This design comes from an exercise in tuning for small area on the open sky130 flow, not from production work.
The RTL was checked by simulation tests, not by an equivalence proof against the original design.
Power is estimated from default activity; no workload was simulated. No driver is modelled on the clock port, so clocking that relies on it looks cheaper here than on a real chip.

===== flow/run.sh =====
#!/bin/bash
# synth_recipe.tcl (not shown) runs the flow's synth.tcl, then flattens the netlist and writes it again
# the make line also repeats each setting of config.mk as NAME=value (left out here)
make -C /OpenROAD-flow-scripts/flow DESIGN_CONFIG=/design/flow/config.mk WORK_HOME=/design/flow/orfs CLKGATE_MAP_FILE= SYNTH_SCRIPT=/design/flow/synth_recipe.tcl finish

===== flow/config.mk =====
export PLATFORM = sky130hd
export DESIGN_NAME = fht8v_timeslot
export DESIGN_NICKNAME = fht8v_timeslot
export VERILOG_FILES = /design/flow/design.v
export SDC_FILE = /design/flow/constraint.sdc
export NUM_CORES = 4
export LEC_CHECK = 0
export CAP_MARGIN = 20
export CORE_MARGIN = 2
export CORE_UTILIZATION = 40
export SLEW_MARGIN = 20

===== flow/constraint.sdc =====
create_clock -name core_clock -period 10.0 [get_ports {clk}]
set_input_delay 2.0000 -clock core_clock [delete_from_list [all_inputs] [get_ports {clk}]]
set_output_delay 2.0000 -clock core_clock [all_outputs]
set_load 0.01 [all_outputs]

===== flow/design.v =====
module fht8v_timeslot (
  input  wire        clk,
  input  wire        rst,
  input  wire        tick_valid,
  output wire        tick_ready,
  input  wire [15:0] tick_temp,       
  input  wire        tick_radio_ok,   
  input  wire        cmd_valid,
  output wire        cmd_ready,
  input  wire [2:0]  cmd_op,
  input  wire [3:0]  cmd_group,       
  input  wire [7:0]  cmd_a,
  input  wire [7:0]  cmd_b,
  input  wire [3:0]  cmd_opc,
  output reg         rsp_valid,
  input  wire        rsp_ready,
  output reg  [1:0]  rsp_code,
  output wire [47:0] rsp_msg,
  output wire [1:0]  rsp_mode,
  output wire [15:0] rsp_cnt,
  output wire [7:0]  rsp_sc,
  output wire [3:0]  rsp_count,
  output wire        rsp_panic,
  output wire [7:0]  rsp_freeze,
  output wire [15:0] rsp_last_temp,
  output wire [31:0] rsp_tick,
  output wire [31:0] rsp_last_enq,
  output reg         ev_valid,
  input  wire        ev_ready,
  output reg  [1:0]  ev_kind,         
  output wire [2:0]  ev_group,
  output wire [47:0] ev_msg,
  output wire [31:0] ev_tick
);
  localparam [15:0] TEMP_NA = 16'h8000;
  localparam [1:0] M_NORMAL = 2'd0, M_SYNC_COUNT = 2'd1, M_SYNC_FINAL = 2'd2, M_PAIR_START = 2'd3;
  localparam [2:0] OP_ENQUEUE = 3'd0, OP_SYNC = 3'd1, OP_PAIR = 3'd2, OP_SET_HC = 3'd3,
                   OP_COUNT = 3'd4, OP_IDLE = 3'd5, OP_INFO = 3'd6;
  localparam [1:0] R_OK = 2'd0, R_GROUP = 2'd1, R_RANGE = 2'd2, R_OP = 2'd3;
  localparam [1:0] EV_TX = 2'd0, EV_REQ = 2'd1, EV_READ = 2'd2;
  localparam [5:0] C_SYNC = 6'b011100, C_SYNC_SET = 6'b010000, C_PAIR = 6'b011111,
                   C_OPEN = 6'b010001;
  reg  [511:0] ring;
  wire [63:0]  hd = ring[511:448];
  reg  [2:0]   ph;               
  reg [3:0]  count;
  reg [31:0] tick;
  reg [9:0]  since;              
  reg        panic;
  reg [1:0]  freeze;
  reg [15:0] last_temp;
  reg        clr;                
  reg        cs;                 
  reg        ts;                 
  reg [2:0]  gi;                 
  reg        pnow;               
  reg        acc;                
  reg        radio_q;            
  reg [63:0] o;                  
  wire ev_free = !ev_valid || ev_ready;
  wire idle    = !clr && !cs && !ts && !ev_valid && !rsp_valid;
  wire [7:0]  h_hc1  = hd[63:56];
  wire [7:0]  h_hc2  = hd[55:48];
  wire [7:0]  h_addr = hd[47:40];
  wire [5:0]  h_cmd  = hd[39:34];
  wire [7:0]  h_ext  = hd[33:26];
  wire [1:0]  h_mode = hd[25:24];
  wire [15:0] h_cnt  = hd[23:8];
  wire [7:0]  h_sc   = hd[7:0];
  wire stepping = ts && (ph == gi);
  wire pm       = stepping && pnow;
  wire [7:0] p_addr = pm ? 8'd0 : h_addr;
  wire [5:0] p_cmd  = pm ? C_OPEN : h_cmd;
  wire [7:0] p_ext  = pm ? 8'd0 : h_ext;
  wire sodd = stepping && (h_mode == M_SYNC_COUNT) && h_sc[0];
  wire [5:0] q_cmd = sodd ? C_SYNC : p_cmd;
  wire [7:0] q_ext = sodd ? h_sc : p_ext;
  wire [63:0] r_pre = {h_hc1, h_hc2, p_addr, q_cmd, q_ext, h_mode, h_cnt, h_sc};
  wire        g0   = (ph == 3'd0);
  wire [15:0] c1   = h_cnt + 16'd1;
  wire [7:0]  tsl  = 8'd230 + {5'd0, h_hc2[2:0]};
  wire        chi  = (c1[15:8] == 8'd0);
  wire        hit4 = chi && (c1[7:0] == tsl - 8'd4);
  wire        hit2 = chi && (c1[7:0] == tsl - 8'd2);
  wire        hit0 = chi && (c1[7:0] == tsl);
  wire [7:0]  sc1  = h_sc - 8'd1;
  reg [1:0] f_new;
  always @(*) begin
    if (tick_temp == TEMP_NA)
      f_new = freeze;
    else if ($signed(tick_temp) < $signed(16'd50))
      f_new = 2'd3;
    else if (freeze != 2'd0)
      f_new = freeze - 2'd1;
    else
      f_new = 2'd0;
  end
  wire [1:0] fz = g0 ? f_new : freeze;
  wire radio = acc ? radio_q : tick_radio_ok;
  reg        n_ev;
  reg [1:0]  n_kind;
  reg [5:0]  n_cmd;
  reg [7:0]  n_ext;
  reg [1:0]  n_mode;
  reg [15:0] n_cnt;
  reg [7:0]  n_sc;
  reg        n_read;
  always @(*) begin
    n_ev   = 1'b0;
    n_kind = EV_TX;
    n_cmd  = q_cmd;
    n_ext  = q_ext;
    n_mode = h_mode;
    n_cnt  = h_cnt;
    n_sc   = h_sc;
    n_read = 1'b0;
    case (h_mode)
      M_NORMAL: begin
        n_cnt = c1;
        if (g0 && hit4) begin
          n_ev   = 1'b1;
          n_kind = EV_REQ;
        end
        if (hit2) begin
          if (g0) begin
            n_ev   = 1'b1;
            n_kind = EV_READ;
            n_read = 1'b1;
          end
          if (fz != 2'd0 && q_cmd[3:0] == 4'h6 && q_ext < 8'd40)
            n_ext = 8'd40;
        end
        if (hit0) begin
          n_ev     = radio;
          n_kind   = EV_TX;
          n_cmd[5] = q_cmd[5] | radio;
          n_cnt    = 16'd0;
        end
      end
      M_SYNC_COUNT: begin
        n_ev = h_sc[0] && radio;
        n_sc = sc1;
        if (sc1 == 8'd0) begin
          n_cmd  = C_SYNC_SET;
          n_ext  = 8'd0;
          n_mode = M_SYNC_FINAL;
        end
      end
      M_SYNC_FINAL: begin
        n_ev     = radio;
        n_cmd[5] = q_cmd[5] | radio;
        n_mode   = M_NORMAL;
        n_cnt    = 16'd0;
      end
      default: begin
        n_ev   = radio;
        n_cmd  = C_SYNC_SET;
        n_ext  = 8'd0;
        n_mode = M_SYNC_FINAL;
      end
    endcase
  end
  wire step_en  = stepping && ev_free;
  wire tick_end = step_en && ({1'b0, gi} == count - 4'd1);
  wire tick_acc = step_en && !acc && (n_ev || tick_end);
  assign tick_ready = tick_acc;
  wire       c_all    = cmd_group[3];
  wire [2:0] c_g      = cmd_group[2:0];
  wire       c_active = ({1'b0, c_g} < count);
  reg  [1:0] c_code;
  always @(*) begin
    c_code = R_OK;
    case (cmd_op)
      OP_ENQUEUE, OP_SYNC: if (!c_all && !c_active) c_code = R_GROUP;
      OP_PAIR, OP_SET_HC:  if (c_all || !c_active) c_code = R_GROUP;
      OP_COUNT:            if (cmd_a == 8'd0 || cmd_a > 8'd8) c_code = R_RANGE;
      OP_IDLE:             c_code = R_OK;
      OP_INFO:             if (c_all) c_code = R_GROUP;
      default:             c_code = R_OP;
    endcase
  end
  wire cmd_act  = cmd_valid && (cs || (idle && ph == 3'd0));
  wire cmd_end  = cmd_act && (ph == (c_all ? 3'd7 : c_g));
  assign cmd_ready = cmd_end;
  wire c_ok     = cmd_act && (c_code == R_OK);
  wire c_here   = c_all ? ({1'b0, ph} < count) : (ph == c_g);
  wire c_enq    = c_ok && c_here && (cmd_op == OP_ENQUEUE);
  wire c_sync   = c_ok && c_here && (cmd_op == OP_SYNC);
  wire c_pair   = c_ok && c_here && (cmd_op == OP_PAIR);
  wire c_sethc  = c_ok && c_here && (cmd_op == OP_SET_HC);
  wire c_touch  = cmd_end && (c_code == R_OK) &&
                  (cmd_op == OP_ENQUEUE || cmd_op == OP_SYNC || cmd_op == OP_PAIR || cmd_op == OP_IDLE);
  reg [63:0] nx;
  always @(*) begin
    nx = hd;
    if (step_en)
      nx = {h_hc1, h_hc2, p_addr, n_cmd, n_ext, n_mode, n_cnt, n_sc};
    if (c_enq)
      nx[47:26] = {cmd_a, 2'b01, cmd_opc, cmd_b};
    if (c_sync)
      nx = {h_hc1, h_hc2, 8'd0, C_SYNC, 8'd241, M_SYNC_COUNT, h_cnt, 8'd241};
    if (c_pair)
      nx = {h_hc1, h_hc2, cmd_a, C_PAIR, 8'd0, M_PAIR_START, h_cnt, h_sc};
    if (c_sethc)
      nx[63:48] = {cmd_a, cmd_b};
    if (rst || clr)
      nx = 64'd0;
  end
  wire o_load = (step_en && n_ev) || cmd_end;
  always @(posedge clk) begin
    ring <= {ring[447:0], nx};
    ph   <= ph + 3'd1;
    if (o_load)
      o <= r_pre;
    if (step_en && n_ev)
      ev_kind <= n_kind;
    if (cmd_end)
      rsp_code <= c_code;
    if (rst) begin
      ph        <= 3'd0;
      clr       <= 1'b1;
      cs        <= 1'b0;
      ts        <= 1'b0;
      count     <= 4'd1;
      tick      <= 32'd0;
      since     <= 10'd0;
      panic     <= 1'b0;
      freeze    <= 2'd0;
      last_temp <= TEMP_NA;
      ev_valid  <= 1'b0;
      rsp_valid <= 1'b0;
    end else begin
      if (clr && ph == 3'd7)
        clr <= 1'b0;
      if (ev_valid && ev_ready)
        ev_valid <= 1'b0;
      if (rsp_valid && rsp_ready)
        rsp_valid <= 1'b0;
      if (idle && tick_valid) begin
        ts   <= 1'b1;
        acc  <= 1'b0;
        gi   <= 3'd0;
        tick <= tick + 32'd1;
        if (since == 10'd699) begin
          since <= 10'd0;
          pnow  <= 1'b1;
          panic <= 1'b1;
        end else begin
          since <= since + 10'd1;
          pnow  <= 1'b0;
        end
      end
      if (step_en) begin
        gi <= gi + 3'd1;
        if (n_ev)
          ev_valid <= 1'b1;
        if (n_read) begin
          last_temp <= tick_temp;
          freeze    <= f_new;
        end
        if (tick_acc) begin
          acc     <= 1'b1;
          radio_q <= tick_radio_ok;
        end
        if (tick_end)
          ts <= 1'b0;
      end
      if (cmd_act)
        cs <= !cmd_end;
      if (cmd_end) begin
        rsp_valid <= 1'b1;
        if (c_touch) begin
          since <= 10'd0;
          panic <= 1'b0;
        end
        if (cmd_op == OP_COUNT && c_code == R_OK)
          count <= cmd_a[3:0];
      end
    end
  end
  wire [7:0] o_cmd = {o[39], 1'b0, o[38], 1'b0, o[37:34]};
  wire [7:0] o_csum = 8'h0C + o[63:56] + o[55:48] + o[47:40] + o_cmd + o[33:26];
  assign ev_msg        = {o[63:40], o_cmd, o[33:26], o_csum};
  assign rsp_msg       = ev_msg;
  assign rsp_mode      = o[25:24];
  assign rsp_cnt       = o[23:8];
  assign rsp_sc        = o[7:0];
  assign ev_group      = gi - 3'd1;
  assign ev_tick       = tick;
  assign rsp_tick      = tick;
  assign rsp_last_enq  = tick - {22'd0, since};
  assign rsp_count     = count;
  assign rsp_panic     = panic;
  assign rsp_freeze    = {6'd0, freeze};
  assign rsp_last_temp = last_temp;
endmodule

==> impl_results.md, run 1 <==
- Status: no timing/DRC/antenna violations
- Drt total wl: 46.42 mm
- Post-synthesis cell type count: 80
- Clock skew: 0.03158 ns
- Relative slew slack: 33.76%
- Clock Pin Slew Worst Setup and Hold Paths: 0.07 ns
- Post-Synthesis Cells: 1,724
- Routability Congestion: 0.8428
- DIE HEIGHT: 232.7 um
- Fraction of layout cells with a size suffix above 1: 7.260%
- Nets: 2,070
- GRT Total Usage: 17.07%
- Worst setup EP type: primary output
- Ys async rst share: 0%
- First-pass GRT wire length: 71.88 mm
- Post-CTS Setup Inserts: 0
- Hold Vio Cnt, Final: 0
- RSZ-0062 raised after global routing: false
- DP HPWL: 33.00 mm
- DR WL/cell: 17.24 um
- Multi-input gate area: 5873 um^2
- Slew @ Worst Pin: 0.9927 ns
- Rows: 83
- Initial Util: 40.62%
- Max clock buf depth: 3
- Worst r2r path cells: 10
- Max VDD drop: 164.6 uV
- Tcrit/Tclk final: 69.03%
- Synth Register Bits: 659
- Hold Crit Class: reg2reg
- Final Cell Area: 26,300 um^2
- Pin count of the biggest net entering global routing: 65
- Clock root buffer: clkbuf_16
- Num CTS Buffers: 61
- Pre-Repair DR Iteration Count: 5
- WP data required: 8.00 ns
- Area post-placement: 23,970 um^2
- Number of global-route vias before repair: 12.62k
- Fmax: 144.9 MHz
- Fin. max-slew vios: 0
- DR vias/cell: 4.717
- GRT Residual Overflow: 0
- Storage cell area: 13,930 um^2
- Mean area per synthesized cell: 12.14 um^2
- Leak Pwr: 0.009938 uW
- Initial antenna violation count: 4
- Maxcap violations: 0
- PostCTS Resize Cnt: 0
- # DRC: 0
- Sequential share of the synthesized area: 66.59%
- Fill count: 4,509
- Via count: 12.70k
- CP arrival: 4.90 ns
- Area grow syn2layout: 25.70%
- CORE AREA: 51,510 um^2
- Startpoint types: input port
- Crit Path Category: in2out
- Setup tns final: 0 ns
- Dpl cells: 2,576
- Period minus WS final: 6.903 ns
- Clk sink count: 659
- Die width: 232.7 um
- Hold Path Cell Cnt: 0
- Hold buffers post-CTS: 0
- EDFF count, synth: 74
- Fin cells: 2,693
- Top Ports: 308
- Final setup fails: 0
- Insertion delay to the later sink of the worst-skew pair: 0.63 ns
- Pwr/cell area: 200.6 nW/um^2
- CP max FO: 27
- Post-route ant nets: 0
- Main synth FF type: dfxtp_1
- Htree depth: 2
- I/O Buffers: 297
- CTS tree: done
- Synth warnings: 1
- Drt initial violations: 579
- Synthesized cell area: 20,920 um^2
- Die area: 54,150 um^2
state kept, by name, summed over array words and instances, names as in the netlist, 2 cells and up:
signal     count
count          4
ev_kind        2
freeze         2
gi             3
last_temp     16
o             64
ph             3
ring         512
rsp_code       2
since         10
tick          32
worst max-delay path, stage by stage:
cell and delay [ns]:
clkdlybuf4s50_1 0.45, nand2b_1 0.13, nand2_1 0.54, or3_1 0.59, a311oi_1 0.37, o31a_1 0.21
clkdlybuf4s50_1 0.61
Yosys cell counts (26+ instances only):
| cell type | number | area [um^2] |
|---|---|---|
| edfxtp_1 | 74 | 2222 |
| inv_1 | 77 | 289.0 |
| nand3_1 | 36 | 180.2 |
| clkbuf_1 | 40 | 150.1 |
| nand2_1 | 83 | 311.6 |
| nor3_1 | 26 | 130.1 |
| ha_1 | 41 | 513.0 |
| nor2_1 | 146 | 548.0 |
| xnor2_1 | 65 | 569.3 |
| xor2_1 | 37 | 324.1 |
| a21oi_1 | 47 | 235.2 |
| o21ai_0 | 37 | 185.2 |
| dfxtp_1 | 585 | 11710 |
| mux2i_1 | 43 | 430.4 |
| buf_4 | 89 | 668.1 |
area by class of cell:
| cell class | instances | area share (%) |
|---|---|---|
| well taps | 680 | 3.235 |
| diodes | 2 | 0.01903 |
| clock inverters | 28 | 1.675 |
| flip-flops and latches | 659 | 52.98 |
| inverters | 77 | 1.099 |
| repair buffers | 306 | 11.54 |
| multi-input cells | 854 | 22.33 |
| clock buffers | 87 | 7.117 |
where the power goes:
part	internal (uW)	total [uW]	leakage, uW	switching (uW)
Combinational	29.5	61.8	0.00352	32.3
Sequential	2670	2670	0.00529	2.22
Clock	1550	2540	0.00113	993
layout by cell type (no fill, tap or decap), types with 8 or more instances in the layout:
cell type / synthesis / routed
a211oi_1: 12 / 12
a21o_1: 17 / 17
a21oi_1: 47 / 47
a22oi_1: 17 / 17
a31oi_1: 8 / 8
and2_1: 20 / 20
and3_1: 20 / 20
buf_4: 89 / 9
bufinv_16: 0 / 9
clkbuf_1: 40 / 8
clkbuf_16: 0 / 67
clkbuf_8: 0 / 12
clkdlybuf4s50_1: 0 / 296
conb_1: 1 / 10
dfxtp_1: 585 / 585
edfxtp_1: 74 / 74
fa_1: 20 / 20
ha_1: 41 / 41
inv_1: 77 / 77
mux2i_1: 43 / 43
nand2_1: 83 / 81
nand2b_1: 17 / 17
nand3_1: 36 / 36
nand4_1: 18 / 18
nor2_1: 146 / 146
nor2b_1: 9 / 9
nor3_1: 26 / 26
nor4_1: 13 / 13
o21ai_0: 37 / 37
or3_1: 13 / 13
xnor2_1: 65 / 65
xor2_1: 37 / 37
through the flow:
stage | worst slack (ns) | total power, uW | utilization, % | hold WS, ns
detailed placement | 3.115 | 2791 | 46.53 | 0.3121
CTS | 3.099 | 5340 | 51.02 | 0.3217
global placement | 3.156 | 2789 | 46.53 | 0.3097
floorplan | 4.595 | 2757 | - | 0.3096
global route | 2.964 | 5453 | 51.05 | 0.3225
finish | 3.097 | 5274 | 51.06 | 0.3193
per-layer routing:
metal / vias up / global-route usage [%] / wire, um
met2: 350 / 28.33 / 22330
met4: 6 / 5.434 / 1061
met5: - / 0 / 37
met1: 6075 / 22.00 / 20270
met3: 79 / 4.007 / 2717
li1: 6194 / - / -
kinds of logic after synthesis:
family,count (synthesis),share of synthesized area [%]
XOR/XNOR,103,4.377
buffers and inverters,220,5.651
AND/OR/NAND/NOR,447,10.88
other,1,0.01792
adder cells (fa/ha/maj),61,4.365
multiplexers,43,2.057
flip-flops,659,66.59
AO/OA/AOI/OAI,190,6.052
final timing paths:
path                                 from  slack [ns]          to
worst max-delay path             ev_ready        3.10  tick_ready
worst min register to register  ring[381]        0.32   ring[445]
worst min-delay path            ring[381]        0.32   ring[445]
worst max register to register  ring[497]        5.86       o[11]
==> run 2, diff against run 1 <==
--- a/flow/config.mk
+++ b/flow/config.mk
@@ -9,3 +9,4 @@
 export CORE_MARGIN = 2
-export CORE_UTILIZATION = 40
+export CORE_UTILIZATION = 60
+export CTS_BUF_LIST = sky130_fd_sc_hd__clkbuf_4
 export SLEW_MARGIN = 20
==> run 2 against run 1 <==
Effect of this change:
- die area fell by 33%
- largest cell class unchanged
- hold slack got worse by 0.030 ns
- sequential power about the same
- maximum frequency is 0.29% higher
- clock power decreased by about 10%
==> impl_results.md, run 2 <==
- Status: no timing/DRC/antenna violations
- CTS tree: done
- RSZ-0062 raised after global routing: false
- Clock Pin Slew Worst Setup and Hold Paths: 0.06 ns (about the same)
- Post-Synthesis Cells: 1,724 (unchanged)
- Hold Path Cell Cnt: 0 (unchanged)
- CP arrival: 4.88 ns (-0.02 ns)
- Clk sink count: 659 (unchanged)
- Ys async rst share: 0% (unchanged)
- Crit Path Category: in2out
- Clock root buffer: clkbuf_4
- Synth area leader: dfxtp_1
- # DRC: 0 (unchanged)
- Worst setup EP type: primary output
- Tcrit/Tclk final: 68.83% (-0.20 points)
- Initial antenna violation count: 5 (+1)
- Hold buffers post-CTS: 0 (unchanged)
- Number of global-route vias before repair: 13.85k (+9.7%)
- Post-synthesis cell type count: 80 (unchanged)
- GRT Residual Overflow: 0 (unchanged)
- Nets: 2,165 (+4.6%)
- CP max FO: 27 (unchanged)
- Maxcap violations: 0 (unchanged)
- Biggest register: ring
- Period minus WS final: 6.883 ns (-0.02018 ns)
- Hold Crit Class: reg2reg
- Htree depth: 4 (+2)
- Pwr Total: 5008 uW (-5.0%)
- Drt initial violations: 719 (+24%)
- Drt total wl: 46.24 mm (-0.38%)
- Via count: 13.55k (+6.6%)
- Final worst setup slack: 3.117 ns (+0.02018 ns)
- Leak Pwr: 0.01010 uW (+1.6%)
- DP Worst Slack: 3.129 ns (+0.01354 ns)
- Routability Congestion: 0.8580 (+1.8%)
- Synth Register Bits: 659 (unchanged)
- Fraction of layout cells with a size suffix above 1: 14.21% (+7.0 points)
- Main synth FF type: dfxtp_1
- Top Registers: ring x512, o x64, tick x32
- Top post-synthesis cells by area: dfxtp_1 56%, edfxtp_1 11%, buf_4 3.2%, xnor2_1 2.7%, nor2_1 2.6%
- Area post-placement: 23,700 um^2 (-1.1%)
- Biggest cell delay along the critical path: 0.61 ns (about the same)
- Num CTS Buffers: 155 (+150%)
- Max clock buf depth: 3 (unchanged)
- Hold Vio Cnt, Final: 0 (unchanged)
- Worst r2r path cells: 10 (unchanged)
- Pwr/cell area: 193.5 nW/um^2 (-3.5%)
- DIE HEIGHT: 190.7 um (-18%)
- Fmax: 145.3 MHz (+0.29%)
- First-pass GRT wire length: 72.28 mm (+0.57%)
- Core Util, Final: 75.10% (+24 points)
- Synth warnings: 1 (unchanged)
- Fin. max-slew vios: 0 (unchanged)
- Top Ports: 308 (unchanged)
- Max reg flops: 512 (unchanged)
- Post-CTS Setup Inserts: 0 (unchanged)
- FF-to-FF setup slack: 5.91 ns (+0.05 ns)
- DR vias/cell: 5.133 (+8.8%)
- Worst path cell trace: clkdlybuf4s50_1 -> nand2b_1 -> nand2_1 -> or3_1 -> a311oi_1 -> o31a_1 -> clkdlybuf4s50_1
- Pre-Repair DR Iteration Count: 5 (unchanged)
- Max VDD drop: 159.8 uV (-2.9%)
- Insertion delay to the later sink of the worst-skew pair: 0.83 ns (+0.20 ns)
- Final Cell Area: 25,880 um^2 (-1.6%)
- Synthesized cell area: 20,920 um^2 (unchanged)
- Slew @ Worst Pin: 1.022 ns (+0.02889 ns)
- Sequential share of the synthesized area: 66.59% (unchanged)
- Final setup fails: 0 (unchanged)
- Most common cell after layout, fill and taps aside: dfxtp_1
- DR WL/cell: 17.52 um (+1.7%)
- Relative slew slack: 31.90% (-1.9 points)
- WP data required: 8.00 ns (about the same)
- Die width: 190.7 um (-18%)
- Commonest cells in the netlist: 585 x dfxtp_1, 146 x nor2_1, 89 x buf_4
- DP HPWL: 31.26 mm (-5.3%)
- Initial Util: 60.72% (+20 points)
- Mean area per synthesized cell: 12.14 um^2 (unchanged)
- Area grow syn2layout: 23.68%
- GRT Total Usage: 25.79% (+8.7 points)
- Worst path most repeated cell: clkdlybuf4s50_1
- Top-count cell post-synth: dfxtp_1
- CORE AREA: 34,460 um^2 (-33%)
- Post-route ant nets: 0 (unchanged)
- Die area: 36,380 um^2 (-33%)
- Clock skew: 0.06068 ns (+0.02910 ns)
- Pin count of the biggest net entering global routing: 65 (unchanged)
- EDFF count, synth: 74 (unchanged)
- Startpoint types: input port
- Rows: 68 (-18%)
- Commonest non-fill, non-tap cells in the layout: 585 x dfxtp_1, 296 x clkdlybuf4s50_1, 253 x clkbuf_4
- Crit-path slowest cell: or3_1
- I/O Buffers: 297 (unchanged)
- Setup tns final: 0 ns (unchanged)
- Synth top area share: 55.97% (unchanged)
- PostCTS Resize Cnt: 0 (unchanged)
run 2: final cells by class:
type	instances	area (um^2)
inverter	77	289.0
clock buffer	253	1899
tap	455	569.3
fill	2339	8581
multi-input combinational	854	5863
clock inverter	31	272.8
sequential	659	13930
antenna	3	7.507
timing repair buffer	307	3043
run 2: report_power, final:
group | internal (uW) | switching [uW]
clock network | 1260 | 1020
registers | 2670 | 2.19
logic | 29.5 | 32.1
total | 3950 | 1060
run 2: final timing paths:
path                                 from          to
worst max-delay path             ev_ready  tick_ready
worst min-delay path            ring[236]   ring[300]
worst max register to register  ring[497]       o[36]
worst min register to register  ring[236]   ring[300]
run 2: metrics by stage:
stage | std cells | hold WS, ns
2_1_floorplan | 1733 | 0.3096
3_3_place_gp | 2352 | 0.3097
3_5_place_dp | 2352 | 0.3121
4_1_cts | 2636 | 0.2820
5_1_grt | 2637 | 0.2735
6_report | 2639 | 0.2888
run 2: cells by family (layout without fill, tap and decap cells):
group           count (synthesis)  in the layout  share of synthesized area, %
fa+ha+maj                      61             61                         4.365
simple gates                  447            447                         10.88
buf+inv                       220            668                         5.651
mux                            43             43                         2.057
other cells                     1             13                       0.01792
compound gates                190            190                         6.052
flops                         659            659                         66.59
xor+xnor                      103            103                         4.377
run 2: critical path: cells and delay by family:
kind | cells | cell delay, ns
buffers and inverters | 2 | 1.05
AOI/OAI and AO/OA | 2 | 0.57
and+or+nand+nor | 3 | 1.27
run 2: per-layer routing:
layer	global-route usage (%)	vias up	part of all wire [%]	wire length, um
li1	-	6485	-	-
met1	31.83	6486	42	19530
met2	42.22	477	48	22370
met3	7.656	93	6.6	3063
met4	10.97	4	2.7	1251
met5	0	-	0.058	27
==> run 3, diff against run 2 <==
--- a/flow/config.mk
+++ b/flow/config.mk
@@ -10,3 +10,4 @@
 export CORE_UTILIZATION = 60
-export CTS_BUF_LIST = sky130_fd_sc_hd__clkbuf_4
+export CTS_BUF_LIST = sky130_fd_sc_hd__clkbuf_2 sky130_fd_sc_hd__clkbuf_4 sky130_fd_sc_hd__clkbuf_8
+export CTS_CLUSTER_SIZE = 20
 export SLEW_MARGIN = 20
==> run 3 against run 2 <==
Effect of this change:
- global-route usage is 0.62 points lower
- clock power is 3% lower
- cell count is 4.1% lower
- total power is 1.3% lower
- design area is 0.50% lower
- area after synthesis stayed put
- combinational power hardly changed
- critical path depth stayed put
- sequential share of layout area is 0.27 points higher
- setup slack worse by 0.011 ns
- hold slack better by 0.010 ns
- sequential cell count stayed put
- critical path type unchanged
==> impl_results.md, run 3 <==
- Worst setup EP type: primary output
- Pin count of the biggest net entering global routing: 65 (unchanged)
- GRT Total Usage: 25.18% (-0.62 points)
- Clock root buffer: clkbuf_8
- Number of global-route vias before repair: 13.23k (-4.5%)
- Hold Path Cell Cnt: 0 (unchanged)
- I/O Buffers: 297 (unchanged)
- Biggest register: ring
- Post-CTS Setup Inserts: 0 (unchanged)
- Top Registers: ring x512, o x64, tick x32
- Worst r2r path cells: 10 (unchanged)
- Synth top area share: 55.97% (unchanged)
- Fmax: 145.0 MHz (-0.16%)
- Die area: 36,380 um^2 (unchanged)
- Synth Register Bits: 659 (unchanged)
- CP arrival: 4.89 ns (about the same)
- First-pass GRT wire length: 70.81 mm (-2.0%)
- Most common cell after layout, fill and taps aside: dfxtp_1
- Clk sink count: 659 (unchanged)
- Max clock buf depth: 3 (unchanged)
- Met2 Wirelength: 21.80 mm (-2.5%)
- DIE HEIGHT: 190.7 um (unchanged)
- DRT met1 WL: 19.62 mm (+0.48%)
- Rows: 68 (unchanged)
- Insertion delay to the later sink of the worst-skew pair: 0.67 ns (-0.16 ns)
- Top post-synthesis cells by area: dfxtp_1 56%, edfxtp_1 11%, buf_4 3.2%, xnor2_1 2.7%, nor2_1 2.6%
- Fill count: 2,315 (-1.0%)
- Setup tns final: 0 ns (unchanged)
- Slew @ Worst Pin: 1.003 ns (-0.01854 ns)
- Area grow syn2layout: 23.06%
- Nets: 2,104 (-2.8%)
- WP data required: 8.00 ns (about the same)
- Hold Vio Cnt, Final: 0 (unchanged)
- RSZ-0062 raised after global routing: false
- Hold Crit Class: reg2reg
- Mean area per synthesized cell: 12.14 um^2 (unchanged)
- Pwr/cell area: 192.0 nW/um^2 (-0.80%)
- Via count: 13.12k (-3.2%)
- EDFF count, synth: 74 (unchanged)
- CP max FO: 27 (unchanged)
- Startpoint types: input port
- Post-synthesis cell type count: 80 (unchanged)
- Initial Util: 60.72% (unchanged)
- Synthesized cell area: 20,920 um^2 (unchanged)
- Leak Pwr: 0.009900 uW (-2.0%)
- # DRC: 0 (unchanged)
- Period minus WS final: 6.894 ns (+0.01136 ns)
- Initial antenna violation count: 3 (-2)
- Pre-Repair DR Iteration Count: 5 (unchanged)
- Highest routed layer: met5
- Fin. max-slew vios: 0 (unchanged)
- DR WL/cell: 17.94 um (+2.4%)
- Clock Pin Slew Worst Setup and Hold Paths: 0.06 ns (about the same)
- Final setup fails: 0 (unchanged)
- Maxcap violations: 0 (unchanged)
- CORE AREA: 34,460 um^2 (unchanged)
- Tcrit/Tclk final: 68.94% (+0.11 points)
- Htree depth: 3 (-1)
- Post-route ant nets: 0 (unchanged)
- Core Util, Final: 74.72% (-0.38 points)
- Area post-placement: 23,700 um^2 (unchanged)
- CTS tree: done
- Max VDD drop: 191.6 uV (+20%)
- Num CTS Buffers: 94 (-39%)
- Crit Path Category: in2out
- PostCTS Resize Cnt: 0 (unchanged)
- Commonest cells in the netlist: 585 x dfxtp_1, 146 x nor2_1, 89 x buf_4
- Ys async rst share: 0% (unchanged)
- Status: no timing/DRC/antenna violations
- Sequential share of the synthesized area: 66.59% (unchanged)
- Final Cell Area: 25,750 um^2 (-0.50%)
- Main synth FF type: dfxtp_1
- Post-Synthesis Cells: 1,724 (unchanged)
- Hold buffers post-CTS: 0 (unchanged)
- Drt total wl: 45.40 mm (-1.8%)
- DP HPWL: 31.26 mm (unchanged)
- Storage cell area: 13,930 um^2 (unchanged)
- Met3 WL: 2.697 mm (-12%)
- Synth area leader: dfxtp_1
- Die width: 190.7 um (unchanged)
- Max reg flops: 512 (unchanged)
- DR vias/cell: 5.182 (+0.96%)
- Fraction of layout cells with a size suffix above 1: 10.17% (-4.0 points)
- Commonest non-fill, non-tap cells in the layout: 585 x dfxtp_1, 296 x clkdlybuf4s50_1, 145 x nor2_1
- Drt initial violations: 714 (-0.70%)
- Relative slew slack: 33.13% (+1.2 points)
- Synth warnings: 1 (unchanged)
- Top Ports: 308 (unchanged)
- Routability Congestion: 0.8580 (unchanged)
- Clock skew: 0.03388 ns (-0.02680 ns)
- GRT Residual Overflow: 0 (unchanged)
- Top-count cell post-synth: dfxtp_1
- Multi-input gate area: 5863 um^2 (unchanged)
-- run 3: per-layer routing --
layer / up-vias / global-route usage (%)
met1: 6311 / 32.21
met2: 419 / 41.08
met4: 2 / 9.839
met5: - / 0
met3: 91 / 6.478
li1: 6293 / -
-- run 3: worst paths after layout --
| path | from | to | slack, ns |
|---|---|---|---|
| max | ev_ready | tick_ready | 3.11 |
| min | ring[285] | ring[349] | 0.30 |
| max reg2reg | ring[497] | o[49] | 5.94 |
| min reg2reg | ring[285] | ring[349] | 0.30 |
-- run 3: layout make-up --
cell class | count | area share, %
Inverter | 77 | 1.123
Timing Repair Buffer | 307 | 11.82
Sequential cell | 659 | 54.12
Tap cell | 455 | 2.211
Multi-Input combinational cell | 854 | 22.77
Clock inverter | 29 | 1.074
Clock buffer | 148 | 6.867
Antenna cell | 2 | 0.01944
-- run 3: critical path: stages --
cell and delay [ns]:
clkdlybuf4s50_1 0.45, nand2b_1 0.13, nand2_1 0.54, or3_1 0.61, a311oi_1 0.36, o31a_1 0.21, clkdlybuf4s50_1 0.60
-- run 3: kinds of logic (layout without fill, tap and decap cells) --
logic type	Yosys count	count (layout)	synth area share [%]
DFF	659	659	66.59
and+or+nand+nor	447	447	10.88
adders and majority gates	61	61	4.365
muxes	43	43	2.057
xor gates and xnor gates	103	103	4.377
AOI/OAI and AO/OA	190	190	6.052
other	1	12	0.01792
buffers and inverters	220	561	5.651
-- run 3: report_power, final --
group          switching (uW)  leakage [uW]  total (uW)  internal, uW
sequential               2.25       0.00529        2670          2670
combinational            32.0       0.00352        61.6          29.6
clock                     991       0.00109        2210          1220
total                    1020       0.00990        4940          3920
-- run 3: through the flow --
| stage | total power [uW] | worst slack (ns) | std cells | hold slack, ns |
|---|---|---|---|---|
| finish | 4943 | 3.106 | 2531 | 0.2991 |
| global route | 5112 | 2.971 | 2529 | 0.3067 |
| CTS | 4987 | 3.137 | 2529 | 0.2966 |
| detailed placement | 2790 | 3.129 | 2352 | 0.3121 |
| global placement | 2788 | 3.222 | 2352 | 0.3097 |
| floorplan | 2757 | 4.595 | 1733 | 0.3096 |
==> run 4, diff against run 3 <==
==> flow/flow/run.sh (new file) <==
#!/bin/bash
set -euo pipefail
export BUFFER_PORTS_ARGS="-buffer_cell sky130_fd_sc_hd__buf_1"
export CTS_ARGS="-sink_clustering_enable -repair_clock_nets -dont_use_dummy_load"
bash standard.sh > standard.log 2>&1
==> flow/standard.sh (new file) <==
#!/bin/bash
# synth_recipe.tcl (not shown) runs the flow's synth.tcl, then flattens the netlist and writes it again
# the make line also repeats each setting of config.mk as NAME=value (left out here)
make -C /OpenROAD-flow-scripts/flow DESIGN_CONFIG=/design/flow/config.mk WORK_HOME=/design/flow/orfs CLKGATE_MAP_FILE= SYNTH_SCRIPT=/design/flow/synth_recipe.tcl "${@:-finish}"
--- a/flow/config.mk
+++ b/flow/config.mk
@@ -10,4 +10,2 @@
 export CORE_UTILIZATION = 60
-export CTS_BUF_LIST = sky130_fd_sc_hd__clkbuf_2 sky130_fd_sc_hd__clkbuf_4 sky130_fd_sc_hd__clkbuf_8
-export CTS_CLUSTER_SIZE = 20
 export SLEW_MARGIN = 20
removed: flow/run.sh
==> run 4 against run 3 <==
Effect of this change:
- hold slack got worse by 0.019 ns
- first-iteration DRC count down 5.5%
- maximum frequency increased by 12%
- highest routed layer unchanged
- register-to-register slack worse by 0.06 ns
- clock-buffer cell count decreased by 89
- clock skew grew 0.025 ns
- die area did not move
- via count is 3.2% lower
- global-route usage down 1.5 points
- critical path depth up 5
==> impl_results.md, run 4 <==
- Period minus WS final: 6.169 ns (-0.7254 ns)
- Commonest cells in the netlist: 585 x dfxtp_1, 146 x nor2_1, 89 x buf_4
- Max reg flops: 512 (unchanged)
- DR vias/cell: 5.262 (+1.5%)
- I/O Buffers: 297 (unchanged)
- Worst r2r src: ring[456]
- Mean area per synthesized cell: 12.14 um^2 (unchanged)
- Most common cell after layout, fill and taps aside: dfxtp_1
- Part of the power in registers: 58.1% (+4.1 points)
- Max clock buf depth: 3 (unchanged)
- Post-synthesis cell type count: 80 (unchanged)
- Max VDD drop: 179.7 uV (-6.2%)
- Ys async rst share: 0% (unchanged)
- Main synth FF type: dfxtp_1
- CORE AREA: 34,460 um^2 (unchanged)
- Htree depth: 2 (-1)
- Worst path most repeated cell: fa_1
- Die width: 190.7 um (unchanged)
- Pre-Repair DR Iteration Count: 7 (+2)
- Maxcap violations: 0 (unchanged)
- Leak Pwr: 0.008753 uW (-12%)
- Slew @ Worst Pin: 1.029 ns (+0.02581 ns)
- Clk sink count: 659 (unchanged)
- Number of global-route vias before repair: 12.06k (-8.8%)
- GRT Residual Overflow: 0 (unchanged)
- Internal: 3713 uW (-5.2%)
- Comb pwr share: 1.0% (-0.2 points)
- Top Registers: ring x512, o x64, tick x32
- Rows: 68 (unchanged)
- CP arrival: 4.17 ns (-0.72 ns)
- Setup tns final: 0 ns (unchanged)
- Clock Pin Slew Worst Setup and Hold Paths: 0.06 ns (about the same)
- Insertion delay to the later sink of the worst-skew pair: 0.61 ns (-0.06 ns)
- Initial Util: 60.72% (unchanged)
- Fill count: 2,669 (+15%)
- EDFF count, synth: 74 (unchanged)
- Switching Share: 19.20% (-1.5 points)
- Top post-synthesis cells by area: dfxtp_1 56%, edfxtp_1 11%, buf_4 3.2%, xnor2_1 2.7%, nor2_1 2.6%
- Pwr/cell area: 197.0 nW/um^2 (+2.6%)
- Synthesized cell area: 20,920 um^2 (unchanged)
- DR WL/cell: 17.86 um (-0.40%)
- Post-CTS Setup Inserts: 0 (unchanged)
- Via count: 12.70k (-3.2%)
- Top Ports: 308 (unchanged)
- FF-to-FF setup slack: 5.88 ns (-0.06 ns)
- R2R Path End: o[50]
- # DRC: 0 (unchanged)
- Dpl cells: 2,352 (unchanged)
- Min-Delay Endpoint: ring[114]
- First-pass GRT wire length: 65.83 mm (-7.0%)
- Hold buffers post-CTS: 0 (unchanged)
- Fin. max-slew vios: 0 (unchanged)
- CP max FO: 3 (-89%)
- P_sw: 882.0 uW (-14%)
- Post-Synthesis Cells: 1,724 (unchanged)
- Clock power frac: 40.8% (-3.9 points)
- Synth top area share: 55.97% (unchanged)
- Top-count cell post-synth: dfxtp_1
- GRT Total Usage: 23.64% (-1.5 points)
- Synth warnings: 1 (unchanged)
- Crit Path Category: reg2out
- DIE HEIGHT: 190.7 um (unchanged)
- Commonest non-fill, non-tap cells in the layout: 585 x dfxtp_1, 296 x buf_1, 146 x nor2_1
- Biggest cell delay along the critical path: 0.60 ns (about the same)
- Hold Crit Class: reg2reg
- Hold WS: 0.2806 ns (-0.01852 ns)
- Synth area leader: dfxtp_1
- CTS tree: done
- Drt total wl: 43.11 mm (-5.0%)
- Synth Register Bits: 659 (unchanged)
- Startpoint types: register
- Drt initial violations: 675 (-5.5%)
- Initial antenna violation count: 3 (unchanged)
- Nets: 2,069 (-1.7%)
- DP HPWL: 29.84 mm (-4.5%)
- Clock root buffer: clkbuf_16
- Area grow syn2layout: 11.48%
- Sequential share of the synthesized area: 66.59% (unchanged)
- Clock skew: 0.05873 ns (+0.02485 ns)
- PostCTS Resize Cnt: 0 (unchanged)
- Hold Path Cell Cnt: 0 (unchanged)
- Worst setup EP type: primary output
- Crit-path slowest cell: fa_1
- Beginning of the worst hold path: ring[50]
- Num CTS Buffers: 59 (-37%)
- Worst r2r path cells: 9 (-1)
- Die area: 36,380 um^2 (unchanged)
- Routability Congestion: 0.8753 (+2.0%)
- Fraction of layout cells with a size suffix above 1: 5.061% (-5.1 points)
- Fmax: 162.1 MHz (+12%)
- RSZ-0062 raised after global routing: false
- Pin count of the biggest net entering global routing: 65 (unchanged)
- Hold Vio Cnt, Final: 0 (unchanged)
- Biggest register: ring
- WP data required: 8.00 ns (about the same)
- Status: no timing/DRC/antenna violations
- Fin cells: 2,413 (-4.7%)
- Tcrit/Tclk final: 61.69% (-7.3 points)
- Post-route ant nets: 0 (unchanged)
- Final setup fails: 0 (unchanged)
- Relative slew slack: 31.28% (-1.9 points)
- Worst path cell trace: fa_1 -> inv_1 -> fa_1 -> fa_1 -> inv_1 -> ha_1 -> a21o_1 -> a21oi_1 -> o21bai_1 -> a21oi_1 -> xnor2_1 -> buf_1
run 4: worst max-delay path by stage:
stage                         from    endpoint  cells after the start
final                        o[43]   ev_msg[7]                     12
after global placement    ev_ready  tick_ready                      7
after floorplan              o[43]  rsp_msg[7]                     12
after CTS                    o[43]   ev_msg[7]                     12
after detailed placement  ev_ready  tick_ready                      7
after global routing      ev_ready  tick_ready                      7
run 4: logic make-up (layout without fill, tap and decap cells):
family	Yosys count	after routing	share of synthesized area, %
and+or+nand+nor	447	447	10.88
other	1	12	0.01792
xor gates and xnor gates	103	103	4.377
DFF	659	659	66.59
muxes	43	43	2.057
buffers and inverters	220	443	5.651
AOI/OAI and AO/OA	190	190	6.052
adders and majority gates	61	61	4.365
run 4: per-layer routing:
layer	vias up	GRT usage (%)	routed length, um
met5	-	0	12
met4	2	8.736	1350
met3	92	5.723	2578
met2	373	37.97	20070
met1	6104	31.20	19090
li1	6125	-	-
run 4: final cells by class:
class | instances | area, um^2 | share of cell area [%]
Clock buffer | 59 | 1476 | 6.330
Timing Repair Buffer | 307 | 1191 | 5.107
Inverter | 77 | 289.0 | 1.239
Multi-Input combinational cell | 854 | 5861 | 25.13
Tap cell | 455 | 569.3 | 2.441
Sequential cell | 659 | 13930 | 59.74
Antenna cell | 2 | 5.005 | 0.02146
run 4: worst max-delay path, delay by kind of cell (launching register included):
| family | cells | cell delay, ns |
|---|---|---|
| buffers and inverters | 3 | 0.28 |
| XOR/XNOR | 1 | 0.17 |
| adder cells (fa/ha/maj) | 4 | 1.90 |
| AO/OA/AOI/OAI | 4 | 0.74 |
| flip-flops | 1 | 0.45 |
run 4: stage by stage:
step	util, %	power, uW	cell area [um^2]	setup slack, ns
final	67.69	4595	23320	3.831
after global routing	67.68	4744	23320	3.631
after CTS	67.68	4639	23320	3.758
after detailed placement	63.39	2776	21840	3.892
after global placement	63.39	2775	21840	3.954
after floorplan	-	2757	20960	4.595
run 4: power by group through the flow:
| stage | clock network [uW] | registers [uW] | logic [uW] |
|---|---|---|---|
| 2_1_floorplan | 0 | 2730 | 29.5 |
| 3_3_place_gp | 0 | 2730 | 46.7 |
| 3_5_place_dp | 0 | 2730 | 47.8 |
| 4_1_cts | 1920 | 2670 | 47.9 |
| 5_1_grt | 2020 | 2670 | 52.9 |
| 6_report | 1880 | 2670 | 47.9 |
==> run 5, diff against run 4 <==
==> flow/flow/run.sh (replaced) <==
#!/bin/bash
set -euo pipefail
export BUFFER_PORTS_ARGS="-buffer_cell sky130_fd_sc_hd__buf_1"
export CTS_ARGS="-sink_clustering_enable -repair_clock_nets -dont_use_dummy_load -buf_list {sky130_fd_sc_hd__clkbuf_8 sky130_fd_sc_hd__clkbuf_16} -sink_clustering_size 30 -sink_clustering_max_diameter 120"
bash standard.sh > standard.log 2>&1
==> run 5 against run 4 <==
Effect of this change:
- still clean on timing, DRC and antenna
- utilization decreased by 2.5 points
- total power down 15%
- register-to-register slack about the same
- synthesized cell count stayed put
- sequential share of layout area up 2.3 points
- design area is 3.6% lower
- clock power fell by 37%
- hold slack better by 0.019 ns
- cell count shrank 1.4%
- area after synthesis is the same
- global-route usage shrank 0.83 points
- critical path depth shrank 5
- critical endpoint is now tick_ready
- largest cell class unchanged
- largest power group unchanged
- highest routed layer unchanged
==> impl_results.md, run 5 <==
- Status: no timing/DRC/antenna violations
- Nets: 2,035 (-1.6%)
- Top Ports: 308 (unchanged)
- Worst path cell trace: buf_1 -> nand2b_1 -> nand2_1 -> or3_1 -> a311oi_1 -> o31a_1 -> buf_1
- Max clock buf depth: 3 (unchanged)
- I/O Buffers: 297 (unchanged)
- Final setup fails: 0 (unchanged)
- Clock root buffer: clkbuf_16
- Period minus WS final: 6.162 ns (-0.007490 ns)
- WP data required: 8.00 ns (about the same)
- CTS tree: done
- Buf/Inv on CP: 2 (-1)
- Post-CTS Setup Inserts: 0 (unchanged)
- Insertion delay to the later sink of the worst-skew pair: 0.59 ns (-0.02 ns)
- Fill count: 2,781 (+4.2%)
- GRT Total Usage: 22.81% (-0.83 points)
- FF-to-FF setup slack: 5.89 ns (about the same)
- Max reg flops: 512 (unchanged)
- Post-synthesis cell type count: 80 (unchanged)
- Leak Pwr: 0.008334 uW (-4.8%)
- DR vias/cell: 5.250 (-0.22%)
- Max VDD drop: 180.3 uV (+0.35%)
- Clock skew: 0.04855 ns (-0.01019 ns)
- Largest family of logic cells by synthesized area: simple AND/OR/NAND/NOR gates
- DIE HEIGHT: 190.7 um (unchanged)
- Commonest cells in the netlist: 585 x dfxtp_1, 146 x nor2_1, 89 x buf_4
- Initial antenna violation count: 3 (unchanged)
- Clk sink count: 659 (unchanged)
- Hold Crit Class: reg2reg
- Switching Share: 19.54% (+0.34 points)
- Pwr/cell area: 173.2 nW/um^2 (-12%)
- Via count: 12.49k (-1.6%)
- Fraction of layout cells with a size suffix above 1: 3.382% (-1.7 points)
- Post-synthesis adder-cell area fraction: 4.366% (unchanged)
- Die width: 190.7 um (unchanged)
- EDFF count, synth: 74 (unchanged)
- CP arrival: 4.16 ns (about the same)
- Biggest register: ring
- Synth warnings: 1 (unchanged)
- Biggest cell delay along the critical path: 0.60 ns (about the same)
- Num CTS Buffers: 25 (-58%)
- DR WL/cell: 17.76 um (-0.56%)
- Hold Vio Cnt, Final: 0 (unchanged)
- Htree depth: 1 (-1)
- Die area: 36,380 um^2 (unchanged)
- Pre-Repair DR Iteration Count: 5 (-2)
- Post-route ant nets: 0 (unchanged)
- Number of global-route vias before repair: 11.68k (-3.2%)
- Comb pwr share: 1.2% (+0.2 points)
- Hold buffers post-CTS: 0 (unchanged)
- Initial Util: 60.72% (unchanged)
- Most common cell after layout, fill and taps aside: dfxtp_1
- Mux cell area share after synthesis: 2.057% (unchanged)
- Crit-path slowest cell: or3_1
- Synth Register Bits: 659 (unchanged)
- GRT Residual Overflow: 0 (unchanged)
- Fmax: 162.3 MHz (+0.12%)
- Pwr Total: 3894 uW (-15%)
- Storage cell area: 13,930 um^2 (unchanged)
- Clock Pin Slew Worst Setup and Hold Paths: 0.12 ns (+0.06 ns)
- Rows: 68 (unchanged)
- Top-count cell post-synth: dfxtp_1
- Internal: 3133 uW (-16%)
- Slew @ Worst Pin: 1.026 ns (-0.003172 ns)
- Multi-input gate area: 5861 um^2 (unchanged)
- Synth area leader: dfxtp_1
- Relative slew slack: 31.49% (+0.21 points)
- CP max FO: 27 (+24)
- Area grow syn2layout: 7.416%
- Drt total wl: 42.26 mm (-2.0%)
- Top post-synthesis cells by area: dfxtp_1 56%, edfxtp_1 11%, buf_4 3.2%, xnor2_1 2.7%, nor2_1 2.6%
- CORE AREA: 34,460 um^2 (unchanged)
- Crit Path Category: in2out
- First-pass GRT wire length: 64.29 mm (-2.3%)
- Post-Synthesis Cells: 1,724 (unchanged)
- Main synth FF type: dfxtp_1
- Hold WS: 0.2993 ns (+0.01870 ns)
- Worst setup EP type: primary output
- RSZ-0062 raised after global routing: false
- Critical path's top delay family: simple AND/OR/NAND/NOR gates
- Part of the power in registers: 68.5% (+10 points)
- Tcrit/Tclk final: 61.62% (-0.075 points)
- P_sw: 760.6 uW (-14%)
- Commonest non-fill, non-tap cells in the layout: 585 x dfxtp_1, 296 x buf_1, 146 x nor2_1
- Mean area per synthesized cell: 12.14 um^2 (unchanged)
- Drt initial violations: 664 (-1.6%)
- Routability Congestion: 0.8753 (unchanged)
- Pin count of the biggest net entering global routing: 65 (unchanged)
- Synthesized cell area: 20,920 um^2 (unchanged)
- PostCTS Resize Cnt: 0 (unchanged)
- Clock power frac: 30.2% (-11 points)
- Synth Area in Simple Gates: 10.88% (unchanged)
- Synth top area share: 55.97% (unchanged)
- DP HPWL: 29.84 mm (unchanged)
- # DRC: 0 (unchanged)
- Maxcap violations: 0 (unchanged)
- Synth Area in Compound Gates: 6.052% (unchanged)
- Startpoint types: input port
- Setup tns final: 0 ns (unchanged)
- Fin. max-slew vios: 0 (unchanged)
- Ys async rst share: 0% (unchanged)
- Worst path most repeated cell: buf_1
- Post-Synth XOR/XNOR Area: 4.377% (unchanged)
- Top Registers: ring x512, o x64, tick x32
- Sequential share of the synthesized area: 66.59% (unchanged)
run 5: path summary, 6_finish.rpt:
| kind | from | to | depth (start not counted) |
|---|---|---|---|
| min | ring[178] | ring[242] | 0 |
| max reg2reg | ring[456] | o[11] | 9 |
| min reg2reg | ring[178] | ring[242] | 0 |
| max | ev_ready | tick_ready | 7 |
run 5: final cells by class:
cell class | instances | share of cell area, %
Sequential cell | 659 | 62.00
Multi-Input combinational cell | 854 | 26.08
Timing Repair Buffer | 307 | 5.300
Clock buffer | 25 | 2.784
Tap cell | 455 | 2.533
Inverter | 77 | 1.286
Antenna cell | 2 | 0.02227
run 5: cells by family after synthesis:
logic type	after synthesis
and+or+nand+nor	447
AOI/OAI and AO/OA	190
muxes	43
other	1
DFF	659
buffers and inverters	220
xor gates and xnor gates	103
adders and majority gates	61
run 5: power by group through the flow:
stage | Clock [uW] | Combinational [uW] | Sequential [uW]
global route | 1290 | 52.8 | 2670
floorplan | 0 | 29.5 | 2730
finish | 1180 | 47.9 | 2670
detailed placement | 0 | 47.8 | 2730
global placement | 0 | 46.7 | 2730
CTS | 1210 | 47.9 | 2670
run 5: layer usage:
layer  vias up  part of all wire [%]  track usage (%)
li1       6052                     -                -
met1      6018                    45            31.15
met2       347                    47            37.78
met3        70                   5.4            3.515
met4         2                   2.7            6.649
met5         -                 0.038                0
run 5: metrics by stage:
stage | util (%) | instance area, um^2 | setup slack [ns] | std cells
finish | 65.22 | 22470 | 3.838 | 2379
CTS | 65.21 | 22470 | 3.783 | 2377
detailed placement | 63.39 | 21840 | 3.892 | 2352
floorplan | - | 20960 | 4.595 | 1733
global route | 65.21 | 22470 | 3.647 | 2377
global placement | 63.39 | 21840 | 3.954 | 2352
run 5: worst register-to-register path, stage by stage, from the launching register on:
cell	delay, ns
dfxtp_1	0.57
ha_1	0.47
nand4_1	0.30
nor4_1	0.48
mux2i_1	0.30
and2_1	0.18
nand4_1	0.10
a311oi_1	0.33
nor2_1	0.20
nand2_4	0.75
==> run 6, diff against run 5 <==
--- a/flow/design.v
+++ b/flow/design.v
@@ -47,3 +47,4 @@
   reg [31:0] tick;
-  reg [9:0]  since;              
+  reg [9:0]  le_lo;
+  reg        le_wrap;
   reg        panic;
@@ -59,2 +60,32 @@
   reg [63:0] o;                  
+  function [15:0] inc16(input [15:0] x);
+    integer i; reg k;
+    begin k = 1'b1; for (i = 0; i < 16; i = i + 1) begin inc16[i] = x[i] ^ k; k = k & x[i]; end end
+  endfunction
+  function [32:0] inc32(input [31:0] x);    
+    integer i; reg k;
+    begin
+      k = 1'b1; inc32[32] = 1'b0;
+      for (i = 0; i < 32; i = i + 1) begin
+        inc32[i] = x[i] ^ k; k = k & x[i];
+        if (i == 9) inc32[32] = k;
+      end
+    end
+  endfunction
+  function [21:0] dec22(input [21:0] x, input b);
+    integer i; reg k;
+    begin k = b; for (i = 0; i < 22; i = i + 1) begin dec22[i] = x[i] ^ k; k = k & ~x[i]; end end
+  endfunction
+  function [7:0] dec8(input [7:0] x);
+    integer i; reg k;
+    begin k = 1'b1; for (i = 0; i < 8; i = i + 1) begin dec8[i] = x[i] ^ k; k = k & ~x[i]; end end
+  endfunction
+  function [9:0] add10(input [9:0] x, input [9:0] z);
+    integer i; reg k;
+    begin k = 1'b0; for (i = 0; i < 10; i = i + 1) begin add10[i] = x[i] ^ z[i] ^ k; k = (x[i] & z[i]) | (k & (x[i] ^ z[i])); end end
+  endfunction
+  function [7:0] add8(input [7:0] x, input [7:0] z);
+    integer i; reg k;
+    begin k = 1'b0; for (i = 0; i < 8; i = i + 1) begin add8[i] = x[i] ^ z[i] ^ k; k = (x[i] & z[i]) | (k & (x[i] ^ z[i])); end end
+  endfunction
   wire ev_free = !ev_valid || ev_ready;
@@ -79,9 +110,8 @@
   wire        g0   = (ph == 3'd0);
-  wire [15:0] c1   = h_cnt + 16'd1;
-  wire [7:0]  tsl  = 8'd230 + {5'd0, h_hc2[2:0]};
-  wire        chi  = (c1[15:8] == 8'd0);
-  wire        hit4 = chi && (c1[7:0] == tsl - 8'd4);
-  wire        hit2 = chi && (c1[7:0] == tsl - 8'd2);
-  wire        hit0 = chi && (c1[7:0] == tsl);
-  wire [7:0]  sc1  = h_sc - 8'd1;
+  wire [15:0] c1   = inc16(h_cnt);
+  wire        chi  = (h_cnt[15:8] == 8'd0);
+  wire        hit4 = chi && (h_cnt[7:0] == add8(8'd225, {5'd0, h_hc2[2:0]}));
+  wire        hit2 = chi && (h_cnt[7:0] == add8(8'd227, {5'd0, h_hc2[2:0]}));
+  wire        hit0 = chi && (h_cnt[7:0] == add8(8'd229, {5'd0, h_hc2[2:0]}));
+  wire [7:0]  sc1  = dec8(h_sc);
   reg [1:0] f_new;
@@ -90,3 +120,3 @@
       f_new = freeze;
-    else if ($signed(tick_temp) < $signed(16'd50))
+    else if (tick_temp[15] || (tick_temp[14:6] == 9'd0 && tick_temp[5:0] < 6'd50))
       f_new = 2'd3;
@@ -209,2 +239,4 @@
   wire o_load = (step_en && n_ev) || cmd_end;
+  wire [32:0] tick1   = inc32(tick);
+  wire        panic_due = (tick[9:0] == add10(le_lo, 10'd699));
   always @(posedge clk) begin
@@ -225,3 +257,4 @@
       tick      <= 32'd0;
-      since     <= 10'd0;
+      le_lo     <= 10'd0;
+      le_wrap   <= 1'b0;
       panic     <= 1'b0;
@@ -242,10 +275,10 @@
         gi   <= 3'd0;
-        tick <= tick + 32'd1;
-        if (since == 10'd699) begin
-          since <= 10'd0;
-          pnow  <= 1'b1;
-          panic <= 1'b1;
-        end else begin
-          since <= since + 10'd1;
-          pnow  <= 1'b0;
+        tick <= tick1[31:0];
+        pnow <= panic_due;
+        if (panic_due) begin
+          le_lo   <= tick1[9:0];
+          le_wrap <= 1'b0;
+          panic   <= 1'b1;
+        end else if (tick1[32]) begin
+          le_wrap <= 1'b1;
         end
@@ -272,4 +305,5 @@
         if (c_touch) begin
-          since <= 10'd0;
-          panic <= 1'b0;
+          le_lo   <= tick[9:0];
+          le_wrap <= 1'b0;
+          panic   <= 1'b0;
         end
@@ -281,3 +315,3 @@
   wire [7:0] o_cmd = {o[39], 1'b0, o[38], 1'b0, o[37:34]};
-  wire [7:0] o_csum = 8'h0C + o[63:56] + o[55:48] + o[47:40] + o_cmd + o[33:26];
+  wire [7:0] o_csum = add8(add8(add8(add8(add8(o[63:56], o[55:48]), o[47:40]), o_cmd), o[33:26]), 8'h0C);
   assign ev_msg        = {o[63:40], o_cmd, o[33:26], o_csum};
@@ -290,3 +324,3 @@
   assign rsp_tick      = tick;
-  assign rsp_last_enq  = tick - {22'd0, since};
+  assign rsp_last_enq  = {dec22(tick[31:10], le_wrap), le_lo};
   assign rsp_count     = count;
==> flow/flow/run.sh (replaced) <==
#!/bin/bash
# The standard layout (standard.sh), with two changes:
#  - the port buffers are made from the smallest buffer cell, buf_1;
#  - the clock tree uses clkbuf_16 over clusters of up to 24 registers and no
#    dummy loads.
# The full output of the layout goes to standard.log; ORFS keeps each step's
# own log under orfs/logs.
set -euo pipefail
export BUFFER_PORTS_ARGS="-buffer_cell sky130_fd_sc_hd__buf_1"
export CTS_ARGS="-sink_clustering_enable -repair_clock_nets -dont_use_dummy_load -buf_list {sky130_fd_sc_hd__clkbuf_16} -sink_clustering_size 24 -sink_clustering_max_diameter 100"
bash standard.sh > standard.log 2>&1
==> run 6 against run 5 <==
Effect of this change:
- sequential cell count up 1
- clock-buffer cell count up 6
- critical path depth rose by 13
- hold slack improved by 0.0097 ns
- setup slack worse by 2.2 ns
- total power up 3.4%
- register-to-register slack got worse by 2.2 ns
- die area decreased by 0.65%
- maximum frequency is 26% lower
- combinational power grew 16%
- sequential power hardly changed
- via count decreased by 3.6%
==> impl_results.md, run 6 <==
- Htree depth: 1 (unchanged)
- Top post-synthesis cells by area: dfxtp_1 56%, edfxtp_1 11%, ha_1 6.4%, buf_4 3.3%, a21oi_1 2.4%
- Area grow syn2layout: 8.338%
- Pin count of the biggest net entering global routing: 75 (+15%)
- Num CTS Buffers: 31 (+24%)
- # DRC: 0 (unchanged)
- CP arrival: 6.37 ns (+2.21 ns)
- Hold Vio Cnt, Final: 0 (unchanged)
- Drt initial violations: 671 (+1.1%)
- Pwr/cell area: 178.8 nW/um^2 (+3.2%)
- GRT Total Usage: 22.83% (about the same)
- Post-route ant nets: 0 (unchanged)
- FF-to-FF setup slack: 3.65 ns (-2.24 ns)
- Slew @ Worst Pin: 1.096 ns (+0.07068 ns)
- First-pass GRT wire length: 63.20 mm (-1.7%)
- DR WL/cell: 18.00 um (+1.3%)
- Nets: 2,060 (+1.2%)
- Rows: 68 (unchanged)
- Via count: 12.04k (-3.6%)
- I/O Buffers: 297 (unchanged)
- Post-synthesis cell type count: 70 (-13%)
- Pwr Total: 4025 uW (+3.4%)
- WP data required: 8.00 ns (about the same)
- Synth warnings: 1 (unchanged)
- Comb pwr share: 1.4% (+0.2 points)
- Sequential share of the synthesized area: 67.14% (+0.55 points)
- Initial Util: 60.61% (-0.11 points)
- Worst setup EP type: primary output
- Switching Share: 19.63% (+0.094 points)
- Hold Crit Class: reg2reg
- Top-count cell post-synth: dfxtp_1
- Top Ports: 308 (unchanged)
- Tcrit/Tclk final: 83.74% (+22 points)
- Commonest non-fill, non-tap cells in the layout: 586 x dfxtp_1, 296 x buf_1, 128 x nand2_1
- Fill count: 2,737 (-1.6%)
- Hold buffers post-CTS: 0 (unchanged)
- Commonest cells in the netlist: 586 x dfxtp_1, 130 x nand2_1, 127 x inv_1
- Maxcap violations: 0 (unchanged)
- Startpoint types: register
- GRT Residual Overflow: 0 (unchanged)
- Mean area per synthesized cell: 12.46 um^2 (+2.7%)
- Insertion delay to the later sink of the worst-skew pair: 0.61 ns (+0.02 ns)
- Main synth FF type: dfxtp_1
- CTS tree: done
- Leak Pwr: 0.009074 uW (+8.9%)
- Synthesized cell area: 20,780 um^2 (-0.67%)
- Routability Congestion: 0.8721 (-0.37%)
- Relative slew slack: 26.64% (-4.8 points)
- Synth area leader: dfxtp_1
- Post-CTS Setup Inserts: 0 (unchanged)
- Die area: 36,140 um^2 (-0.65%)
- Biggest register: ring
- Dpl cells: 2,304 (-2.0%)
- Clock Pin Slew Worst Setup and Hold Paths: 0.09 ns (-0.03 ns)
- Fin. max-slew vios: 0 (unchanged)
- Die width: 190.1 um (-0.33%)
- DP HPWL: 30.62 mm (+2.6%)
- Initial antenna violation count: 2 (-1)
- P_sw: 790.1 uW (+3.9%)
- Post-Synthesis Cells: 1,668 (-3.2%)
- CP max FO: 3 (-89%)
- CORE AREA: 34,290 um^2 (-0.49%)
- Ys async rst share: 0% (unchanged)
- Clk sink count: 660 (+0.15%)
- Part of the power in registers: 66.4% (-2.1 points)
- Period minus WS final: 8.374 ns (+2.212 ns)
- Clock skew: 0.04059 ns (-0.007956 ns)
- Synth Register Bits: 660 (+0.15%)
- Most common cell after layout, fill and taps aside: dfxtp_1
- Internal: 3235 uW (+3.3%)
- Max reg flops: 512 (unchanged)
- DIE HEIGHT: 190.1 um (-0.33%)
- Crit Path Category: reg2out
- DR vias/cell: 5.155 (-1.8%)
- Synth top area share: 56.45% (+0.47 points)
- RSZ-0062 raised after global routing: false
- Storage cell area: 13,950 um^2 (+0.14%)
- Fraction of layout cells with a size suffix above 1: 3.457% (+0.076 points)
- Clock root buffer: clkbuf_16
- Max clock buf depth: 3 (unchanged)
- Setup tns final: 0 ns (unchanged)
- Drt total wl: 42.04 mm (-0.51%)
- EDFF count, synth: 74 (unchanged)
- Multi-input gate area: 5535 um^2 (-5.6%)
- Fmax: 119.4 MHz (-26%)
- Pre-Repair DR Iteration Count: 5 (unchanged)
- PostCTS Resize Cnt: 0 (unchanged)
- Max VDD drop: 139.9 uV (-22%)
- Top Registers: ring x512, o x64, tick x32
- Number of global-route vias before repair: 11.13k (-4.7%)
- Clock power frac: 32.3% (+2.1 points)
- Fin cells: 2,336 (-1.8%)
- Status: no timing/DRC/antenna violations
- Final setup fails: 0 (unchanged)
## run 6: logic make-up (layout without fill, tap and decap cells)
family,Yosys count,count (layout),synth area share (%)
muxes,42,42,2.077
adders and majority gates,128,128,8.501
buffers and inverters,264,467,6.436
other,1,11,0.01804
AOI/OAI and AO/OA,229,229,7.128
DFF,660,660,67.14
and+or+nand+nor,302,302,6.863
xor gates and xnor gates,42,42,1.836
## run 6: worst max-delay path, stage by stage (launching register included)
cell	delay (ns)
edfxtp_1	0.43
ha_1	0.23
fa_1	0.47
inv_1	0.06
fa_1	0.47
fa_1	0.52
inv_1	0.06
fa_1	0.40
fa_1	0.39
fa_1	0.38
fa_1	0.39
fa_1	0.36
inv_1	0.07
fa_1	0.40
inv_1	0.07
ha_1	0.16
xnor2_1	0.08
xnor2_1	0.25
xnor2_1	0.12
xnor2_1	0.27
buf_1	0.18
## run 6: final timing paths
check / start / end / depth (start not counted)
worst min register to register: ring[294] / ring[358] / 0
worst max register to register: tick[0] / tick[31] / 33
worst min-delay path: ring[294] / ring[358] / 0
worst max-delay path: o[48] / rsp_msg[7] / 20
## run 6: power by group through the flow
stage	logic (uW)	clock network [uW]	registers, uW
after floorplan	34.6	0	2730
after global placement	54.4	0	2730
after detailed placement	55.1	0	2730
after CTS	55.4	1330	2670
after global routing	61.2	1420	2670
final	55.7	1300	2670
## run 6: layer usage
| metal | vias to the layer above | share of wire, % | track usage (%) |
|---|---|---|---|
| li1 | 5871 | - | - |
| met1 | 5731 | 45 | 31.21 |
| met2 | 367 | 46 | 37.49 |
| met3 | 72 | 6.8 | 4.446 |
| met4 | 2 | 2.3 | 5.903 |
| met5 | - | 0.026 | 0 |
## run 6: stage by stage
step	util (%)	instance area [um^2]	hold WS (ns)	worst slack (ns)
2_1_floorplan	-	20820	0.3096	2.394
3_3_place_gp	63.40	21740	0.3096	2.284
3_5_place_dp	63.40	21740	0.3121	2.267
4_1_cts	65.66	22510	0.3143	1.543
5_1_grt	65.66	22510	0.3152	1.275
6_report	65.67	22520	0.3090	1.626
## run 6: cell type report
type | count | share of cell area (%)
Antenna cell | 1 | 0.01111
Clock buffer | 31 | 3.445
Inverter | 128 | 2.134
Multi-Input combinational cell | 753 | 24.58
Sequential cell | 660 | 61.97
Tap cell | 455 | 2.528
Timing Repair Buffer | 308 | 5.324

port drivers added, routing unchanged:
No port has a modelled driver above. Below, the same layouts with a new extraction and two added sets of constraints.
Step 1 assumes that a clkbuf_16 drives the clock port and a buf_2 every other input.
Step 2 times the ports against the registers' clock, not the clock port: input delays grow and output delays shrink by t, the midpoint of the rising clock arrivals with the driver on.
Three values: no drivers, after step 1, after step 2; two values: the first two.
run	t (ns)	setup WS [ns]	worst setup path at the end	latest minus earliest clock arrival (ns)	worst slew at a driven data input, ns
run 1	0.672	3.097 / 3.038 / 3.038	input to output	0.032 / 0.032	0.09
run 2	0.851	3.117 / 3.064 / 3.064	input to output	0.063 / 0.063	0.10
run 3	0.700	3.106 / 3.054 / 3.054	input to output	0.037 / 0.037	0.10
run 4	0.634	3.831 / 3.773 / 3.791	input to output	0.064 / 0.064	0.08
run 5	0.617	3.838 / 3.785 / 3.785	input to output	0.050 / 0.050	0.08
run 6	0.649	1.626 / 1.572 / 2.221	register to output	0.041 / 0.041	0.08
After both steps every run listed still meets setup and hold. For run 1, which loses most, drivers alone change the setup slack by -0.059 ns; drivers and shift together by -0.059 ns.
